Source: an optimization exercise on an open RTL-to-GDS flow (aim: small area and few clock cycles). Production flows keep margins and buffers that such runs may drop. RTL that was checked went through simulation tests only; none was proved equivalent to the original. No activity file was given, so power comes from the tool's default toggle rates.

== purple ==
## gree_ir_codec
module gree_ir_codec (
    input  wire        clk,
    input  wire        rst,           
    input  wire        cmd_valid,
    output wire        cmd_ready,
    input  wire [31:0] cmd_word,
    input  wire [63:0] cmd_din,
    output wire        rsp_valid,
    output wire        rsp_illegal,
    output wire [63:0] rsp_val,
    output wire        tx_valid,
    input  wire        tx_ready,
    output wire        tx_mark,
    output wire [31:0] tx_dur,
    output wire [7:0]  rx_addr,
    input  wire [31:0] rx_data,
    input  wire [15:0] rx_len
);
clock: 6.0 ns
lec_check: 0
cap_margin: 20
core_margin: 2
core_utilization: 50
slew_margin: 20
standard.sh (not shown) runs the stock make flow with config.mk's settings and CLKGATE_MAP_FILE= SYNTH_SCRIPT=/design/flow/synth_recipe.tcl, a recipe that flattens the netlist after the stock synthesis.
==> flow/flow/run.sh <==
#!/bin/bash
# Layout flow: the standard ORFS flow with three changes.
#  1. Synthesis maps the logic with an area-oriented ABC script (flow/abc_map.script)
#     in place of ORFS's delay-oriented one; everything else in synthesis is the
#     standard script, so the registers are the standard synthesis's.
#  2. Port buffers are sky130_fd_sc_hd__buf_1 cells.
#  3. CTS uses small clock buffers and no dummy loads.
# Each step's output goes to its own log file in this folder.
set -euo pipefail
W=$(pwd)
rm -rf "$W/scripts_area"
cp -r "$FLOW_HOME/scripts" "$W/scripts_area"
cp "$W/flow/abc_map.script" "$W/scripts_area/abc_speed.script"

bash "$W/standard.sh" "SCRIPTS_DIR=$W/scripts_area" synth > "$W/log_1_synth.txt" 2>&1
bash "$W/standard.sh" \
  "BUFFER_PORTS_ARGS=-buffer_cell sky130_fd_sc_hd__buf_1" \
  "CTS_ARGS=-sink_clustering_enable -repair_clock_nets -dont_use_dummy_load -buf_list sky130_fd_sc_hd__clkbuf_8" \
  finish > "$W/log_2_layout.txt" 2>&1
==> flow/flow/abc_map.script <==
&get -n
&st
&dch
&nf -R 1000
&put
mfs2
strash
&get -n
&dch
&nf -R 1000
&put
mfs2
strash
&get -n
&dch
&nf -R 1000
&put
mfs2
strash
&get -n
&dch
&nf -R 1000
&put
mfs2
strash
&get -n
&dch
&nf -R 1000
&put
topo
stime -c
Finished, but not clean: purple, with setup timing.
## Diff of input files: blue against purple
--- a/flow/design.v
+++ b/flow/design.v
@@ -131,19 +131,19 @@
             default:
                 legal = 1'b0;
         endcase
     end
     wire busy   = enc_act | dec_act;
     wire accept = cmd_valid & cmd_ready & ~rst;
     wire go     = accept & legal;
     wire start_enc = go & ((opc == OP_ENCODE && fa >= 8'd8) || opc == OP_SEND);
     wire start_dec = go & (opc == OP_DECODE);
-    wire [3:0] cs_val = csum((opc == OP_CSUM_VD) ? cmd_din : rec);
+    wire [3:0] cs_val = csum((opc[2:0] == 3'b111) ? cmd_din : rec);
     wire [3:0] temp_code    = (rec[2:0] == 3'd0) ? 4'd9 :
                               (fa[7:4] == 4'd0) ? 4'd0 :
                               (fa[7:4] != 4'd1 || fa[3:0] == 4'd15) ? 4'd14 : fa[3:0];
     wire [1:0] fan_clamped  = (fa > 8'd3) ? 2'd3 : fa[1:0];
     wire [1:0] fan_final    = (rec[2:0] == 3'd2) ? 2'd1 : fan_clamped;
     reg [3:0] swing_pos;
     always @(*) begin
         if (fa[0]) begin
             if (fb == 8'd1 || fb == 8'd7 || fb == 8'd9 || fb == 8'd11)
@@ -182,32 +182,19 @@
     wire       c_hs   = (cnt == 8'd1);
     wire       c_mark = ~cnt[0];
     wire       c_data = cnt[0] && ((cnt >= 8'd3 && cnt <= 8'd65) || (cnt >= 8'd75 && cnt <= 8'd137));
     wire       c_zero = (cnt == 8'd67) || (cnt == 8'd71);
     wire       c_one  = (cnt == 8'd69);
     wire [6:0] m      = cnt[7:1];
     wire [1:0] u_lo   = {m[1] ~^ m[0], ~m[0]};                
     wire       u_b2   = m[2] ^ (m[1:0] == 2'd0);              
     wire       ck_nib = m[6] & (m[2:0] != 3'd0);              
-    wire [63:0] tx_tab;
-    genvar gm;
-    generate
-        for (gm = 0; gm < 64; gm = gm + 1) begin : g_tab
-            if (gm >= 1 && gm <= 32)
-                assign tx_tab[gm] = rec[gm - 1];
-            else if (gm >= 37)
-                assign tx_tab[gm] = rec[gm - 5];
-            else
-                assign tx_tab[gm] = 1'b0;
-        end
-    endgenerate
-    wire [7:0] tx_tab_hi = {3'd0, rec[63:59]};
-    wire       tx_bit    = m[6] ? tx_tab_hi[m[2:0]] : tx_tab[m[5:0]];
+    wire       tx_bit    = rec[0];
     reg [31:0] enc_dur;
     always @(*) begin
         if (c_hm)               enc_dur = T_HDR_MARK;
         else if (c_mark)        enc_dur = T_BIT_MARK;
         else if (c_hs)          enc_dur = T_HDR_SPACE;
         else if (c_data)        enc_dur = tx_bit ? T_ONE_SPACE : T_ZERO_SPACE;
         else if (c_zero)        enc_dur = T_ZERO_SPACE;
         else if (c_one)         enc_dur = T_ONE_SPACE;
         else                    enc_dur = T_GAP;
@@ -321,18 +308,20 @@
                 dec_y <= {m_one, dec_y[63:1]};
             if (cs_bit)
             begin
                 acc   <= {cs_s, acc[3:1]};
                 acc_c <= cs_co;
             end
         end
         if (rst) begin
             rec <= RESET_IMAGE;
+        end else if (enc_act && tx_ready && c_data) begin
+            rec <= {rec[0], rec[63:1]};
         end else if (go) begin
             case (opc)
                 OP_RESET:     rec <= RESET_IMAGE;
                 OP_SET_RAW:   rec <= cmd_din;
                 OP_GET_RAW, OP_FIXUP, OP_SEND:
                               rec[63:60] <= cs_val;
                 OP_SET_POWER: begin
                     rec[3]  <= fa[0];
                     rec[19] <= fa[0];
==> run notes <==
In the flow results for purple and blue, the internal power summed over all cells is larger on blue. blue vs. purple: horizontal die dimension went down, worst max-slew margin expressed relative to the limit has increased, critical path depth fell 3. Comparing blue with purple, the fraction of met3 tracks used by global routing came out essentially unchanged. Number of violations reported at the end of detailed-routing iteration 0 was lower in purple than in blue. When blue is set beside purple, its global-route wire length before repair turns out to be about 0.7% larger. Maximum fanout along the worst path delta for blue relative to purple: 3 lower. blue ended with every stage complete and zero timing, DRC or antenna violations. For the full die area, blue came in 1.3% lower than purple did. Post-synthesis compound-gate area fraction (lower): purple. Of purple and blue, the lower power belongs to purple.
No functional check of the RTL was part of any run of this note.


== the previous run ==
Another version of the RTL of gree_ir_codec (not shown whole).
Size in the first run: about 170 flip-flops, roughly 260 I/O pins, ~0.010 mm^2 of cells after synthesis.
==> flow/config.mk <==
export PLATFORM = sky130hd
export DESIGN_NAME = gree_ir_codec
export DESIGN_NICKNAME = gree_ir_codec
export VERILOG_FILES = /design/flow/design.v
export SDC_FILE = /design/flow/constraint.sdc
export NUM_CORES = 4
export LEC_CHECK = 0
export CAP_MARGIN = 20
export CORE_MARGIN = 2
export CORE_UTILIZATION = 50
export SLEW_MARGIN = 20
==> flow/constraint.sdc <==
create_clock -name core_clock -period 6.0 [get_ports {clk}]
set_input_delay 1.2000 -clock core_clock [delete_from_list [all_inputs] [get_ports {clk}]]
set_output_delay 1.2000 -clock core_clock [all_outputs]
set_load 0.01 [all_outputs]
Scripts as last shown in full above: flow/flow/run.sh, flow/flow/abc_map.script
Testbench counts of the previous run, summed over its fixed seeds: cycles 480,934.
### the previous run -> the current run
diff --git a/flow/design.v b/flow/design.v
--- a/flow/design.v
+++ b/flow/design.v
@@ -89,20 +89,21 @@
     reg [63:0] rec;
     reg [63:0] dec_y;         
     reg        enc_act;       
     reg        dec_act;       
     reg [7:0]  cnt;           
     reg [15:0] num;           
     reg        nbw;           
     reg        nnz;           
     reg        strict;
     reg [3:0]  acc;           
+    reg        acc_c;         
     reg        rsp_q;
     reg        ill_q;
     reg        sel_rec;
     reg        sel_dec;
     reg [6:0]  small_q;
     wire [7:0]  opc   = cmd_word[31:24];
     wire [7:0]  fa    = cmd_word[23:16];
     wire [7:0]  fb    = cmd_word[15:8];
     wire [7:0]  fc    = cmd_word[7:0];
     wire [15:0] imm16 = cmd_word[15:0];
@@ -180,34 +181,21 @@
     wire       c_hm   = (cnt == 8'd0);
     wire       c_hs   = (cnt == 8'd1);
     wire       c_mark = ~cnt[0];
     wire       c_data = cnt[0] && ((cnt >= 8'd3 && cnt <= 8'd65) || (cnt >= 8'd75 && cnt <= 8'd137));
     wire       c_zero = (cnt == 8'd67) || (cnt == 8'd71);
     wire       c_one  = (cnt == 8'd69);
     wire [6:0] m      = cnt[7:1];
     wire [1:0] u_lo   = {m[1] ~^ m[0], ~m[0]};                
     wire       u_b2   = m[2] ^ (m[1:0] == 2'd0);              
     wire       ck_nib = m[6] & (m[2:0] != 3'd0);              
-    wire [63:0] tx_tab;
-    genvar gm;
-    generate
-        for (gm = 0; gm < 64; gm = gm + 1) begin : g_tab
-            if (gm >= 1 && gm <= 32)
-                assign tx_tab[gm] = rec[gm - 1];
-            else if (gm >= 37)
-                assign tx_tab[gm] = rec[gm - 5];
-            else
-                assign tx_tab[gm] = 1'b0;
-        end
-    endgenerate
-    wire [7:0] tx_tab_hi = {3'd0, rec[63:59]};
-    wire       tx_bit    = m[6] ? tx_tab_hi[m[2:0]] : tx_tab[m[5:0]];
+    wire       tx_bit    = rec[0];
     reg [31:0] enc_dur;
     always @(*) begin
         if (c_hm)               enc_dur = T_HDR_MARK;
         else if (c_mark)        enc_dur = T_BIT_MARK;
         else if (c_hs)          enc_dur = T_HDR_SPACE;
         else if (c_data)        enc_dur = tx_bit ? T_ONE_SPACE : T_ZERO_SPACE;
         else if (c_zero)        enc_dur = T_ZERO_SPACE;
         else if (c_one)         enc_dur = T_ONE_SPACE;
         else                    enc_dur = T_GAP;
     end
@@ -244,49 +232,52 @@
                       (((li < 15 ? lh5[li] : 1'b0) | ~num[li]) & len_big);
     end
     wire len_ok  = (rx_len >= 16'd139) && len_big &&
                    !(strict && num != 16'd64);
     wire cs_bad  = strict && (cnt == 8'd11) && (acc != 4'd0);
     wire dec_bad = ~len_ok | ~ent_ok | cs_bad;
     wire dec_end = (cnt == 8'd139) || (cnt == 8'd1 && rx_len < 16'd140);
     wire dec_done = dec_act & (dec_bad | dec_end);
     wire dec_succ = dec_act & ~dec_bad & dec_end;
     wire       cs_bit  = c_data & ~u_b2;
-    wire [3:0] cs_add  = {3'd0, m_one ^ ck_nib} << u_lo;
+    wire       cs_b    = m_one ^ ck_nib;
+    wire       cs_ci   = acc_c & (u_lo != 2'd0);
+    wire       cs_s    = acc[0] ^ cs_b ^ cs_ci;
+    wire       cs_co   = (acc[0] & cs_b) | (acc[0] & cs_ci) | (cs_b & cs_ci);
     reg [7:0] dec_next;
     always @(*) begin
         if (cnt == 8'd137)      dec_next = 8'd11;
         else if (cnt == 8'd129) dec_next = 8'd0;
         else if (cnt == 8'd138) dec_next = 8'd1;
         else if (cnt == 8'd1)   dec_next = 8'd139;
         else if (cnt[2:0] == 3'b001) dec_next = cnt + 8'd10;
         else                    dec_next = cnt + 8'd2;
     end
     assign rx_addr = cnt;
-    assign cmd_ready   = ~busy | enc_done | dec_done;
-    assign rsp_valid   = rsp_q | enc_done | dec_done;
+    assign cmd_ready   = ~busy | enc_done;
+    assign rsp_valid   = rsp_q | enc_done;
     assign rsp_illegal = ill_q;
     wire [63:0] dec_rec;
     genvar gk;
     generate
         for (gk = 0; gk < 64; gk = gk + 1) begin : g_unscr
             assign dec_rec[gk] = dec_y[ypos(gk)];
         end
     endgenerate
     assign rsp_val = ({64{sel_rec}} & rec) | ({64{sel_dec}} & dec_rec)
-                   | {57'd0, small_q} | {63'd0, dec_succ};
+                   | {57'd0, small_q};
     always @(posedge clk) begin
-        rsp_q   <= accept & ~(start_enc | start_dec);
+        rsp_q   <= (accept & ~(start_enc | start_dec)) | (dec_done & ~rst);
         ill_q   <= accept & ~legal;
         sel_rec <= go & (opc == OP_GET_RAW);
         sel_dec <= go & (opc == OP_GET_DEC);
-        small_q   <= go ? small_d : 7'd0;
+        small_q   <= go ? small_d : {6'd0, dec_succ};
         if (rst) begin
             enc_act <= 1'b0;
             dec_act <= 1'b0;
         end else begin
             if (enc_done) enc_act <= 1'b0;
             if (dec_done) dec_act <= 1'b0;
             if (start_enc) enc_act <= 1'b1;
             if (start_dec) dec_act <= 1'b1;
         end
         if (start_enc | start_dec) begin
@@ -309,24 +300,29 @@
                     nnz <= 1'b0;
                 end else begin
                     cnt <= cnt + 8'd1;
                 end
             end
         end else if (dec_act) begin
             cnt <= dec_next;
             if (c_data)
                 dec_y <= {m_one, dec_y[63:1]};
             if (cs_bit)
-                acc <= acc + cs_add;
+            begin
+                acc   <= {cs_s, acc[3:1]};
+                acc_c <= cs_co;
+            end
         end
         if (rst) begin
             rec <= RESET_IMAGE;
+        end else if (enc_act && tx_ready && c_data) begin
+            rec <= {rec[0], rec[63:1]};
         end else if (go) begin
             case (opc)
                 OP_RESET:     rec <= RESET_IMAGE;
                 OP_SET_RAW:   rec <= cmd_din;
                 OP_GET_RAW, OP_FIXUP, OP_SEND:
                               rec[63:60] <= cs_val;
                 OP_SET_POWER: begin
                     rec[3]  <= fa[0];
                     rec[19] <= fa[0];
                 end
Notes after the runs:
The current run reached the end of the flow, and the finished layout is clean on the timing, design-rule and antenna checks. Summary of the current run over the previous run: unique cell type count in the Yosys netlist went down 3.5%, max-slew headroom at the worst pin fell by 4.3 points. Against the previous run as the reference, the current run delivers a lower switching share of total power. Side by side, number of synthesized flops with an enable pin turned out higher in the current run than in the previous run. The die area of the current run falls short of that of the previous run by 410 um^2. Re number of nets with antenna violations after detailed routing: no difference whatsoever between the current run and the previous run. Between the previous run and the current run, the flow reports total area of multi-input combinational cells decreasing by a few percent. Taking the previous run as the reference, in the current run total power neither gained nor lost much; core utilization higher.
Testbench counts of the current run, summed over its fixed seeds: cycles 482,311.

port drivers added, routing unchanged:
How much do the figures lean on ideal ports? The routed layouts below were timed once more, with nothing changed but the port constraints. Step 1 sets driving cells, clkbuf_16 on the clock port and buf_2 on the other inputs (assumed; they add their load-dependent delay and slew). Step 2, shift: input delay + t, output delay - t, t = (earliest + latest rising clock arrival at the registers) / 2. This alone moves slack from input paths to output paths. Three values: ideal ports, drivers, drivers and shift; two values: the first two.
| run | shift t [ns] | setup slack, ns | hold slack, ns | worst setup path after step 2 | worst slew at a driven data input, ns |
|---|---|---|---|---|---|
| purple | 0.493 | -0.041 / -0.041 / -0.534 | 0.448 / 0.448 / 0.448 | input to register | 0.07 |
| blue | 0.491 | 0.319 / 0.334 / -0.157 | 0.438 / 0.438 / 0.438 | input to register | 0.08 |
| the previous run | 0.494 | 0.308 / 0.337 / -0.157 | 0.429 / 0.429 / 0.429 | input to register | 0.08 |
| the current run | 0.495 | 0.282 / 0.302 / -0.193 | 0.427 / 0.427 / 0.427 | input to register | 0.06 |
Met with ideal ports but missed after step 2: setup timing in blue, the previous run and the current run. The setup slack of purple, which loses most, moves by 0.000 ns with the drivers and by -0.493 ns with both steps.
